Context: an optimization exercise on an open-source flow, tuned for small area, a short achievable clock period and few clock cycles. The choices shown serve that exercise and are no tape-out recipe. Function was checked by simulation only, so behaviour that the tests miss may differ from the original. Power is estimated from default activity; no workload was simulated.

--- flow/design.v ---
module denc (
  input  wire       clk,
  input  wire       rst,          
  input  wire       wr_en,
  input  wire       wr_sel,       
  input  wire [5:0] wr_addr,
  input  wire [7:0] wr_data,
  input  wire [6:0] nlen,
  input  wire       start,
  output wire       busy,
  output wire       done,
  output reg        err_cfg,
  output reg        err_busywr,
  input  wire [6:0] rd_idx,
  output wire [7:0] rd_cost,
  output wire [6:0] rd_trans,
  output wire [6:0] rd_toklen,
  output wire [1:0] rd_kind,
  output wire [5:0] rd_addr
);
  localparam [1:0] K_LIT = 2'd0, K_EXACT = 2'd2, K_APPROX = 2'd3;
  localparam [1:0] ST_IDLE = 2'd0, ST_DONE = 2'd1, ST_RUN = 2'd2;
  reg [1:0] state;
  assign busy = (state == ST_RUN);
  assign done = (state == ST_DONE);
  reg [7:0] ref_mem [0:63];
  reg [7:0] tgt_mem [0:63];
  reg [7:0] cost_mem   [0:63];
  reg [6:0] trans_mem  [0:63];
  reg [6:0] toklen_mem [0:63];
  reg [1:0] kind_mem   [0:63];
  reg [5:0] addr_mem   [0:63];
  reg [6:0] n;
  genvar g, w;
  reg        pf;         
  reg        s0_on;      
  reg [5:0]  s0_i;       
  reg [4:0]  s0_c;       
  reg [6:0]  s0_base;    
  reg [31:0] tw;         
  reg [63:0] la;         
  reg [383:0] ld;        
  wire first0 = (s0_c == 5'd0);
  wire [3:0] endt;
  wire [67:0] endr;
  generate
    for (w = 0; w < 4; w = w + 1) begin : g_endt
      assign endt[w] = ({1'b0, s0_base} + w) >= {1'b0, n};
    end
    for (g = 0; g < 68; g = g + 1) begin : g_endr
      assign endr[g] = (g >= n);
    end
  endgenerate
  wire [63:0]   a_out;
  wire [383:0]  d_out;
  wire [255:0]  cv;           
  wire [1535:0] cd;           
  wire [255:0]  rn;           
  generate
    for (g = 0; g < 64; g = g + 1) begin : g_lane
      wire       a_in;
      wire [5:0] d_in;
      if (g >= 4) begin : g_sh
        assign a_in = first0 | la[g - 4];
        assign d_in = first0 ? 6'd0 : ld[6*(g-4) +: 6];
      end else begin : g_nosh
        assign a_in = first0;
        assign d_in = 6'd0;
      end
      wire [4:0]  a;
      wire [29:0] d;
      assign a[0] = a_in;
      assign d[5:0] = d_in;
      for (w = 0; w < 4; w = w + 1) begin : g_slot
        wire eq;
        if (g + w < 64) begin : g_cmp
          assign eq = (ref_mem[g + w] == tw[8*w +: 8]);
        end else begin : g_nocmp
          assign eq = 1'b0;
        end
        wire en  = endr[g + w] | endt[w];
        wire q2  = (w >= 2) ? 1'b1 : ~first0;    
        wire q0  = (w == 0) ? first0 : 1'b0;     
        wire [5:0] dw = d[6*w +: 6];
        wire nz  = (dw != 6'd0);
        assign cv[4*g + w] = a[w] & q2 & (nz | ~eq | en);
        assign rn[4*g + w] = a[w] & q2 & ~nz;
        assign cd[6*(4*g + w) +: 6] = dw;
        assign a[w+1] = a[w] & ~en & (eq | ~q0);
        assign d[6*(w+1) +: 6] = dw + {5'd0, (~eq & ~q0)};
      end
      assign a_out[g] = a[4];
      assign d_out[6*g +: 6] = d[29:24];
    end
  endgenerate
  wire any_alive = |a_out;
  wire end_step  = ~first0 & ~any_alive;
  wire [3:0]  r_tv;           
  wire [23:0] r_tk;           
  wire [23:0] r_ti;           
  wire [3:0]  r_rv;           
  wire [23:0] r_ri;           
  reg        s1_v, s1_first, s1_last;
  reg        x64_v, x64_r;    
  reg [5:0]  x64_d;
  reg [5:0]  s1_i;
  reg [4:0]  s1_c;
  reg [6:0]  s1_base;
  generate
    for (w = 0; w < 4; w = w + 1) begin : g_tree
      wire [127:0] tv;
      wire [767:0] tk;
      wire [767:0] ti;
      wire [127:0] rv;
      wire [767:0] ri;
      reg  [7:0]   p_tv;
      reg  [47:0]  p_tk, p_ti;
      reg  [7:0]   p_rv;
      reg  [47:0]  p_ri;
      for (g = 0; g < 64; g = g + 1) begin : g_leaf
        assign tv[64 + g] = cv[4*g + w];
        assign tk[6*(64 + g) +: 6] = cd[6*(4*g + w) +: 6];
        assign ti[6*(64 + g) +: 6] = g;
        assign rv[64 + g] = rn[4*g + w];
        assign ri[6*(64 + g) +: 6] = g;
      end
      for (g = 8; g < 64; g = g + 1) begin : g_n0
        wire [5:0] lk = tk[6*(2*g) +: 6];
        wire [5:0] rk = tk[6*(2*g+1) +: 6];
        wire pr = tv[2*g+1] & (~tv[2*g] | (rk < lk));
        assign tv[g] = tv[2*g] | tv[2*g+1];
        assign tk[6*g +: 6] = pr ? rk : lk;
        assign ti[6*g +: 6] = pr ? ti[6*(2*g+1) +: 6] : ti[6*(2*g) +: 6];
        assign rv[g] = rv[2*g] | rv[2*g+1];
        assign ri[6*g +: 6] = rv[2*g] ? ri[6*(2*g) +: 6] : ri[6*(2*g+1) +: 6];
      end
      always @(posedge clk) begin
        p_tv <= tv[15:8];
        p_tk <= tk[6*8 +: 48];
        p_ti <= ti[6*8 +: 48];
        p_rv <= rv[15:8];
        p_ri <= ri[6*8 +: 48];
      end
      for (g = 0; g < 8; g = g + 1) begin : g_n1
        if (g == 0) begin : g_none
          assign tv[0] = 1'b0;
          assign tk[5:0] = 6'd0;
          assign ti[5:0] = 6'd0;
          assign rv[0] = 1'b0;
          assign ri[5:0] = 6'd0;
        end else begin : g_node
          wire       lv, rV, lr, rr;
          wire [5:0] lk, rk, li, rI, lri, rri;
          if (g >= 4) begin : g_fromreg
            assign lv  = p_tv[2*g - 8];      assign rV  = p_tv[2*g + 1 - 8];
            assign lk  = p_tk[6*(2*g-8) +: 6]; assign rk  = p_tk[6*(2*g+1-8) +: 6];
            assign li  = p_ti[6*(2*g-8) +: 6]; assign rI  = p_ti[6*(2*g+1-8) +: 6];
            assign lr  = p_rv[2*g - 8];      assign rr  = p_rv[2*g + 1 - 8];
            assign lri = p_ri[6*(2*g-8) +: 6]; assign rri = p_ri[6*(2*g+1-8) +: 6];
          end else begin : g_fromnode
            assign lv  = tv[2*g];            assign rV  = tv[2*g+1];
            assign lk  = tk[6*(2*g) +: 6];   assign rk  = tk[6*(2*g+1) +: 6];
            assign li  = ti[6*(2*g) +: 6];   assign rI  = ti[6*(2*g+1) +: 6];
            assign lr  = rv[2*g];            assign rr  = rv[2*g+1];
            assign lri = ri[6*(2*g) +: 6];   assign rri = ri[6*(2*g+1) +: 6];
          end
          wire pr = rV & (~lv | (rk < lk));
          assign tv[g] = lv | rV;
          assign tk[6*g +: 6] = pr ? rk : lk;
          assign ti[6*g +: 6] = pr ? rI : li;
          assign rv[g] = lr | rr;
          assign ri[6*g +: 6] = lr ? lri : rri;
        end
      end
      if (w == 0) begin : g_x64
        wire pr = x64_v & (~tv[1] | (x64_d < tk[6 +: 6]));
        assign r_tv[w] = tv[1] | x64_v;
        assign r_tk[6*w +: 6] = pr ? x64_d : tk[6 +: 6];
        assign r_ti[6*w +: 6] = pr ? 6'd0 : ti[6 +: 6];
        assign r_rv[w] = rv[1] | x64_r;
        assign r_ri[6*w +: 6] = rv[1] ? ri[6 +: 6] : 6'd0;
      end else begin : g_nox64
        assign r_tv[w] = tv[1];
        assign r_tk[6*w +: 6] = tk[6 +: 6];
        assign r_ti[6*w +: 6] = ti[6 +: 6];
        assign r_rv[w] = rv[1];
        assign r_ri[6*w +: 6] = ri[6 +: 6];
      end
    end
  endgenerate
  wire [7:0] cbank [0:3];
  wire [7:0] tbank [0:3];
  wire [6:0] nb_next;         
  generate
    for (g = 0; g < 4; g = g + 1) begin : g_bank
      wire [4:0] cr = s1_base[6:2] + ((g < s1_base[1:0]) ? 5'd1 : 5'd0);
      assign cbank[g] = cr[4] ? 8'd0 : cost_mem[{cr[3:0], g[1:0]}];
      wire [4:0] tr = nb_next[6:2] + ((g < nb_next[1:0]) ? 5'd1 : 5'd0);
      assign tbank[g] = tgt_mem[{tr[3:0], g[1:0]}];
    end
  endgenerate
  wire [31:0] cw;             
  wire [31:0] tw_next;        
  generate
    for (w = 0; w < 4; w = w + 1) begin : g_rot
      wire [1:0] cs = s1_base[1:0] + w;
      assign cw[8*w +: 8] = cbank[cs];
      wire [1:0] ts = nb_next[1:0] + w;
      assign tw_next[8*w +: 8] = tbank[ts];
    end
  endgenerate
  reg        s2_v, s2_first, s2_last;
  reg [5:0]  s2_i;
  reg [3:0]  s2_av;           
  reg [31:0] s2_as;           
  reg [23:0] s2_aj;           
  reg [23:0] s2_ad;           
  reg [27:0] s2_k;            
  reg [3:0]  s2_ev;           
  reg [31:0] s2_ex;           
  reg [3:0]  s2_rv;           
  reg [23:0] s2_rj;           
  generate
    for (w = 0; w < 4; w = w + 1) begin : g_s1
      wire [6:0] kq = {s1_c, 2'b00} + w;
      wire [6:0] k7 = kq + 7'd7;
      wire [7:0] sc = 8'd3 + {4'd0, k7[6:3]} + cw[8*w +: 8] + {2'd0, r_tk[6*w +: 6]};
      always @(posedge clk) begin
        s2_k[7*w +: 7]  <= kq;
        s2_av[w]        <= r_tv[w];
        s2_as[8*w +: 8] <= sc;
        s2_aj[6*w +: 6] <= r_ti[6*w +: 6] - {s1_c[3:0], 2'b00};
        s2_ad[6*w +: 6] <= r_tk[6*w +: 6];
        s2_ev[w]        <= r_rv[w] & (kq <= 7'd63);
        s2_ex[8*w +: 8] <= cw[8*w +: 8];
        s2_rv[w]        <= r_rv[w];
        s2_rj[6*w +: 6] <= r_ri[6*w +: 6] - {s1_c[3:0], 2'b00};
      end
    end
  endgenerate
  reg        b_v;
  reg [7:0]  b_s;
  reg [5:0]  b_j, b_d;
  reg [6:0]  b_k;
  reg        e_v;
  reg [7:0]  e_x;
  reg [6:0]  e_k;
  reg [5:0]  e_j;             
  function better;            
    input v1; input [7:0] s1; input [5:0] j1;
    input v0; input [7:0] s0; input [5:0] j0;
    begin
      better = v1 & (~v0 | (s1 < s0) | ((s1 == s0) & (j1 < j0)));
    end
  endfunction
  wire p01 = better(s2_av[1], s2_as[15:8], s2_aj[11:6], s2_av[0], s2_as[7:0], s2_aj[5:0]);
  wire p23 = better(s2_av[3], s2_as[31:24], s2_aj[23:18], s2_av[2], s2_as[23:16], s2_aj[17:12]);
  wire       x_v = p01 ? s2_av[1]     : s2_av[0];
  wire [7:0] x_s = p01 ? s2_as[15:8]  : s2_as[7:0];
  wire [5:0] x_j = p01 ? s2_aj[11:6]  : s2_aj[5:0];
  wire [5:0] x_d = p01 ? s2_ad[11:6]  : s2_ad[5:0];
  wire [6:0] x_k = p01 ? s2_k[13:7]   : s2_k[6:0];
  wire       y_v = p23 ? s2_av[3]     : s2_av[2];
  wire [7:0] y_s = p23 ? s2_as[31:24] : s2_as[23:16];
  wire [5:0] y_j = p23 ? s2_aj[23:18] : s2_aj[17:12];
  wire [5:0] y_d = p23 ? s2_ad[23:18] : s2_ad[17:12];
  wire [6:0] y_k = p23 ? s2_k[27:21]  : s2_k[20:14];
  wire pxy = better(y_v, y_s, y_j, x_v, x_s, x_j);
  wire       z_v = pxy ? y_v : x_v;
  wire [7:0] z_s = pxy ? y_s : x_s;
  wire [5:0] z_j = pxy ? y_j : x_j;
  wire [5:0] z_d = pxy ? y_d : x_d;
  wire [6:0] z_k = pxy ? y_k : x_k;
  wire       c_v = s2_first ? 1'b0 : b_v;
  wire pz  = better(z_v, z_s, z_j, c_v, b_s, b_j);
  wire       nb_v = pz ? z_v : c_v;
  wire [7:0] nb_s = pz ? z_s : b_s;
  wire [5:0] nb_j = pz ? z_j : b_j;
  wire [5:0] nb_d = pz ? z_d : b_d;
  wire [6:0] nb_k = pz ? z_k : b_k;
  wire q01 = s2_ev[1] & (~s2_ev[0] | (s2_ex[15:8] < s2_ex[7:0]));
  wire q23 = s2_ev[3] & (~s2_ev[2] | (s2_ex[31:24] < s2_ex[23:16]));
  wire       u_v = q01 ? s2_ev[1]     : s2_ev[0];
  wire [7:0] u_x = q01 ? s2_ex[15:8]  : s2_ex[7:0];
  wire [6:0] u_k = q01 ? s2_k[13:7]   : s2_k[6:0];
  wire       t_v = q23 ? s2_ev[3]     : s2_ev[2];
  wire [7:0] t_x = q23 ? s2_ex[31:24] : s2_ex[23:16];
  wire [6:0] t_k = q23 ? s2_k[27:21]  : s2_k[20:14];
  wire qut = t_v & (~u_v | (t_x < u_x));
  wire       o_v = qut ? t_v : u_v;
  wire [7:0] o_x = qut ? t_x : u_x;
  wire [6:0] o_k = qut ? t_k : u_k;
  wire       ce_v = s2_first ? 1'b0 : e_v;
  wire qo = o_v & (~ce_v | (o_x < e_x));
  wire       ne_v = qo ? o_v : ce_v;
  wire [7:0] ne_x = qo ? o_x : e_x;
  wire [6:0] ne_k = qo ? o_k : e_k;
  wire [5:0] ne_j = s2_rv[3] ? s2_rj[23:18] : s2_rv[2] ? s2_rj[17:12] :
                    s2_rv[1] ? s2_rj[11:6]  : s2_rv[0] ? s2_rj[5:0] : e_j;
  reg        f_v;
  reg [5:0]  f_i;
  reg        f_av;
  reg [7:0]  f_as;
  reg [5:0]  f_aj, f_ad;
  reg [6:0]  f_ak;
  reg        f_ev;
  reg [7:0]  f_ex;
  reg [6:0]  f_ek;
  reg [5:0]  f_ej;
  reg [7:0]  last_c;          
  wire [7:0] lit    = last_c + 8'd2;
  wire       use_a  = f_av & (f_as < lit);
  wire [7:0] c1     = use_a ? f_as : lit;
  wire [7:0] es     = f_ex + 8'd3;
  wire       use_e  = f_ev & (es < c1);
  wire [7:0] c_new  = use_e ? es : c1;
  wire [6:0] k_new  = use_e ? f_ek : use_a ? f_ak : 7'd1;
  wire [3:0] a_bm   = f_ak[6:3] + {3'd0, (f_ak[2:0] != 3'd0)};
  wire [6:0] a_tl   = 7'd3 + {3'd0, a_bm} + {1'b0, f_ad};
  wire [6:0] tl_new = use_e ? 7'd3 : use_a ? a_tl : 7'd2;
  wire [1:0] kd_new = use_e ? K_EXACT : use_a ? K_APPROX : K_LIT;
  wire [5:0] ad_new = use_e ? f_ej : use_a ? f_aj : 6'd0;
  assign nb_next = pf ? n - 7'd1 :
                   end_step ? {1'b0, s0_i} - 7'd1 : s0_base + 7'd4;
  wire start_ok = (state != ST_RUN) && !wr_en && start && (nlen <= 7'd64);
  always @(posedge clk) begin
    if (rst) begin
      state      <= ST_IDLE;
      err_cfg    <= 1'b0;
      err_busywr <= 1'b0;
      pf         <= 1'b0;
      s0_on      <= 1'b0;
      s1_v       <= 1'b0;
      s2_v       <= 1'b0;
      f_v        <= 1'b0;
    end else begin
      case (state)
        ST_IDLE, ST_DONE: begin
          if (wr_en) begin
            state <= ST_IDLE;
          end else if (start) begin
            if (nlen > 7'd64) begin
              err_cfg <= 1'b1;
            end else begin
              state <= ST_RUN;
              pf    <= 1'b1;
            end
          end
        end
        default: begin
          if (wr_en || start) err_busywr <= 1'b1;
          if (pf && n == 7'd0) state <= ST_DONE;
          if (f_v && f_i == 6'd0) state <= ST_DONE;
        end
      endcase
      if (pf) begin
        pf      <= 1'b0;
        s0_on   <= (n != 7'd0);
        s0_i    <= n[5:0] - 6'd1;
        s0_c    <= 5'd0;
      end else if (s0_on) begin
        if (end_step) begin
          s0_on <= (s0_i != 6'd0);
          s0_i  <= s0_i - 6'd1;
          s0_c  <= 5'd0;
        end else begin
          s0_c  <= s0_c + 5'd1;
        end
      end
      s1_v     <= s0_on;
      s2_v     <= s1_v;
      f_v      <= s2_v & s2_last;
    end
  end
  always @(posedge clk) begin
    if (start_ok)
      n <= nlen;
    s0_base <= nb_next;
    tw      <= tw_next;
    la      <= a_out;
    ld      <= d_out;
    x64_v    <= ~first0 & la[60];
    x64_r    <= ~first0 & la[60] & (ld[6*60 +: 6] == 6'd0);
    x64_d    <= ld[6*60 +: 6];
    s1_first <= first0;
    s1_last  <= end_step;
    s1_i     <= s0_i;
    s1_c     <= s0_c;
    s1_base  <= s0_base;
    s2_first <= s1_first;
    s2_last  <= s1_last;
    s2_i     <= s1_i;
    if (s2_v) begin
      b_v <= nb_v; b_s <= nb_s; b_j <= nb_j; b_d <= nb_d; b_k <= nb_k;
      e_v <= ne_v; e_x <= ne_x; e_k <= ne_k; e_j <= ne_j;
    end
    if (s2_v && s2_last) begin
      f_i  <= s2_i;
      f_av <= nb_v; f_as <= nb_s; f_aj <= nb_j; f_ad <= nb_d; f_ak <= nb_k;
      f_ev <= ne_v; f_ex <= ne_x; f_ek <= ne_k; f_ej <= ne_j;
    end
    if (pf)
      last_c <= 8'd0;
    else if (f_v)
      last_c <= c_new;
  end
  always @(posedge clk) begin
    if (!rst && state != ST_RUN && wr_en) begin
      if (wr_sel) tgt_mem[wr_addr] <= wr_data;
      else        ref_mem[wr_addr] <= wr_data;
    end
  end
  always @(posedge clk) begin
    if (!rst && start_ok) begin
      if (!nlen[6]) cost_mem[nlen[5:0]] <= 8'd0;
    end else if (!rst && f_v) begin
      cost_mem[f_i]   <= c_new;
      trans_mem[f_i]  <= {1'b0, f_i} + k_new;
      toklen_mem[f_i] <= tl_new;
      kind_mem[f_i]   <= kd_new;
      addr_mem[f_i]   <= ad_new;
    end
  end
  assign rd_cost   = rd_idx[6] ? 8'd0 : cost_mem[rd_idx[5:0]];
  assign rd_trans  = trans_mem[rd_idx[5:0]];
  assign rd_toklen = toklen_mem[rd_idx[5:0]];
  assign rd_kind   = kind_mem[rd_idx[5:0]];
  assign rd_addr   = addr_mem[rd_idx[5:0]];
endmodule
--- flow/constraint.sdc ---
create_clock -name core_clock -period 10.0 [get_ports {clk}]
set_input_delay 2.0000 -clock core_clock [delete_from_list [all_inputs] [get_ports {clk}]]
set_output_delay 2.0000 -clock core_clock [all_outputs]
set_load 0.01 [all_outputs]
--- flow/run.sh ---
#!/bin/bash
# synth_recipe.tcl (not shown) runs the flow's synth.tcl, then flattens the netlist and writes it again
# the make line also repeats each setting of config.mk as NAME=value (left out here)
make -C /OpenROAD-flow-scripts/flow DESIGN_CONFIG=/design/flow/config.mk WORK_HOME=/design/flow/orfs CLKGATE_MAP_FILE= SYNTH_SCRIPT=/design/flow/synth_recipe.tcl finish
--- flow/config.mk ---
export PLATFORM = sky130hd
export DESIGN_NAME = denc
export DESIGN_NICKNAME = denc
export VERILOG_FILES = /design/flow/design.v
export SDC_FILE = /design/flow/constraint.sdc
export NUM_CORES = 4
export LEC_CHECK = 0
export CAP_MARGIN = 20
export CORE_MARGIN = 2
export CORE_UTILIZATION = 40
export SLEW_MARGIN = 20
==> run notes <==
## cell type report
class	instances	area (um2)
diodes	73	183
clock buffers	556	12000
clock inverters	305	3420
fillers	63045	372000
inverters	1366	5160
multi-input cells	18653	150000
flip-flops and latches	4176	114000
well taps	8997	11300
repair buffers	1452	12200
## worst reg2reg max path, delay by kind of cell, from the launching register on
kind | cells | cell delay (ps)
AND/OR/NAND/NOR | 5 | 1300
adder cells (fa/ha/maj) | 6 | 1770
XOR/XNOR | 1 | 590
flip-flops | 1 | 460
buffers and inverters | 7 | 1400
AO/OA/AOI/OAI | 13 | 3190
multiplexers | 1 | 600
## worst paths after layout
path                                       startpoint                         end  slack (ps)  cells past startpoint
worst max-delay path            s0_c[0]$_SDFFCE_PN0P_  g_tree[1].p_tk[31]$_DFF_P_         410                     33
worst min-delay path                  s1_i[0]$_DFF_P_             s2_i[0]$_DFF_P_         310                      0
worst max register to register  s0_c[0]$_SDFFCE_PN0P_  g_tree[1].p_tk[31]$_DFF_P_         410                     33
worst min register to register        s1_i[0]$_DFF_P_             s2_i[0]$_DFF_P_         310                      0
## what timing repair did
item	in CTS	in global routing
pin swaps	0	2
buffers inserted	0	11
setup endpoints to repair	1	64
gates resized for setup	1	53
## per-layer routing
layer | vias up | track usage | share of wire
li1 | 95202 | - | -
met1 | 107210 | 0.446 | 0.41
met2 | 10663 | 0.499 | 0.43
met3 | 2343 | 0.0746 | 0.095
met4 | 118 | 0.162 | 0.060
met5 | - | 0 | 0.00067
## synth_stat cells (all sizes together) (791+ instances only)
cell,n
mux2i,791
xnor2,1111
ha,1931
mux4,866
o21ai,1032
edfxtp,3068
xor2,1803
inv,1359
nor2,1815
nand2,1774
a21oi,1044
dfxtp,1108
## power breakdown
group	total [mW]	switching, mW	internal [mW]
Combinational	52.0	31.2	20.9
Sequential	22.6	2.56	20.0
Clock	17.5	7.63	9.84
## cells by family after synthesis
kind of cell	count (synthesis)
AOI/OAI and AO/OA	4398
xor gates and xnor gates	2956
adders and majority gates	1968
buffers and inverters	2499
DFF	4176
muxes	2119
other	2
and+or+nand+nor	7204
## state kept, by name, indices dropped and copies added, names as in the netlist, 61 cells and up
name         flops
addr_mem       384
cost_mem       512
g_tree.p_ri     95
g_tree.p_ti     96
g_tree.p_tk    189
kind_mem       128
la              61
ld             358
ref_mem        512
tgt_mem        512
toklen_mem     448
trans_mem      448
## per-stage QoR
step | TNS, ps | instance area [um2] | utilization
4_1_cts | 0 | 308000 | 0.453
2_1_floorplan | -58.8 | 274000 | -
3_5_place_dp | 0 | 293000 | 0.430
6_report | 0 | 309000 | 0.454
3_3_place_gp | -356 | 293000 | 0.430
5_1_grt | -10.3 | 309000 | 0.453
==> results.json <==
{
  "cts_buffers": 457,
  "fin_crit_sh": 0.959,
  "synth_top_family_by_area": "simple AND/OR/NAND/NOR gates",
  "vias": 215536,
  "ys_types": 151,
  "area_delta_synth_final_pct": 13.0,
  "finalPower_mw": 92.1,
  "cpMaxStageDelayCell": "o21ai_0",
  "grt_pass1_vias": 204068,
  "synthesis.area_mm2": 0.273,
  "cts_tree": "yes",
  "io_pins": 67,
  "ir_drop_mv": 0.216,
  "wire_per_inst_um": 33.2,
  "required_ps": 10830,
  "clock_skew_ps": 145,
  "status": "timing/DRC/antenna clean",
  "setup_viol": 0,
  "cts-htree-levels": 5,
  "hpwlAfterDp_mm": 912,
  "cts_sinks": 4176,
  "core-area_mm2": 0.681,
  "synth-edff-count": 3068,
  "drive_above_1_share": 0.153,
  "yosys_warnings": 1,
  "worstPathArrival_ps": 10420,
  "worst_pin_slew_ps": 1370,
  "synth_seq_cells": 4176,
  "ys_seq_area_frac": 0.418,
  "grt-ovfl-total": 0,
  "worst-path-buf-inv": 7,
  "avgViaCountPerCell": 6.06,
  "yosys.area.top_type": "edfxtp_1",
  "cts_root_buffer": "clkbuf_16",
  "synth_compound_area_frac": 0.107,
  "worstHoldPathType": "flop to flop",
  "finalWorstSetupSlack_ps": 411,
  "final_common_cell": "edfxtp_1",
  "synth-adder-area-share": 0.0910,
  "routed_wl_mm": 1180,
  "place_inst": 34629,
  "mostFrequentLayoutCells": "edfxtp_1, ha_1, xor2_1",
  "p_leak_nw": 121,
  "dieArea_mm2": 0.690,
  "stdcell_count": 35578,
  "endpoint_kind": "flop",
  "path_max_fanout": 45,
  "initialDrtViolationCount": 26098,
  "antenna_found_initial": 163,
  "synth_cells": 25322,
  "dominantRegCellSynth": "edfxtp_1",
  "gp_congestion": 1.05,
  "dr.pass1.iters": 9,
  "cts_buffer_depth": 4,
  "grt_max_degree": 89,
  "slew_headroom": 0.0836,
  "synthSimpleGateAreaFrac": 0.130,
  "power_density_mw_per_mm2": 298,
  "finalMaxSlewViolations": 0,
  "async_flop_share": 0,
  "initial_core_util": 0.401,
  "layout_min_cycle_time_ps": 9590,
  "die_h_um": 831,
  "die_w_um": 831,
  "track_usage": 0.330,
  "port_buffers": 66,
  "worst-setup-path-type": "flop to flop",
  "synthXorXnorAreaFrac": 0.0971,
  "max-cap-violations": 0,
  "clk_latency_ps": 1160,
  "preCtsSetupSlack_ps": 77.3,
  "grt_first_pass_wirelength_mm": 1620,
  "synth_top_area_frac": 0.337,
  "timing.hold.ws_ps": 305,
  "cp_common_cell": "ha_1",
  "clk_pin_slew_ps": 60,
  "muxShareOfSynthArea": 0.120,
  "cp_top_family": "compound AO/OA/AOI/OAI gates",
  "drc": 0,
  "synth.area.top_cells": "edfxtp_1, ha_1, dfxtp_1",
  "synth_area_per_cell_um2": 10.8,
  "cp-start-kind": "flop",
  "hold_buffers": 0,
  "finalNetCount": 28104,
  "critPathMaxStageDelay_ps": 670,
  "finalHoldViolCount": 0,
  "fmax_mhz": 104,
  "rows": 303,
  "drtAntennaViolNets": 0
}
Testbench counts, summed over its fixed seeds: cycles 34,792.

separate check: timing with driven ports:
The flow's constraints put no driver on any port. The routed layout listed below was extracted and timed again, unchanged, in two steps.
Step 1 sets driving cells, clkbuf_16 on the clock port and buf_2 on the other inputs (assumed; they add their load-dependent delay and slew).
Step 2 also shifts input and output timing later by t, the mid clock arrival at the registers, as if the neighbouring blocks saw the same clock.
Three values: ideal ports, drivers, drivers and shift; two values: the first two.
shift t [ns]: 1.212
slack for setup (ns): 0.411 / 0.411 / 0.411
worst register clock-pin slew, ns: 0.08 / 0.08
After both steps this run still meets setup and hold. The setup slack of this run moves by 0.000 ns with the drivers and by 0.000 ns with both steps.
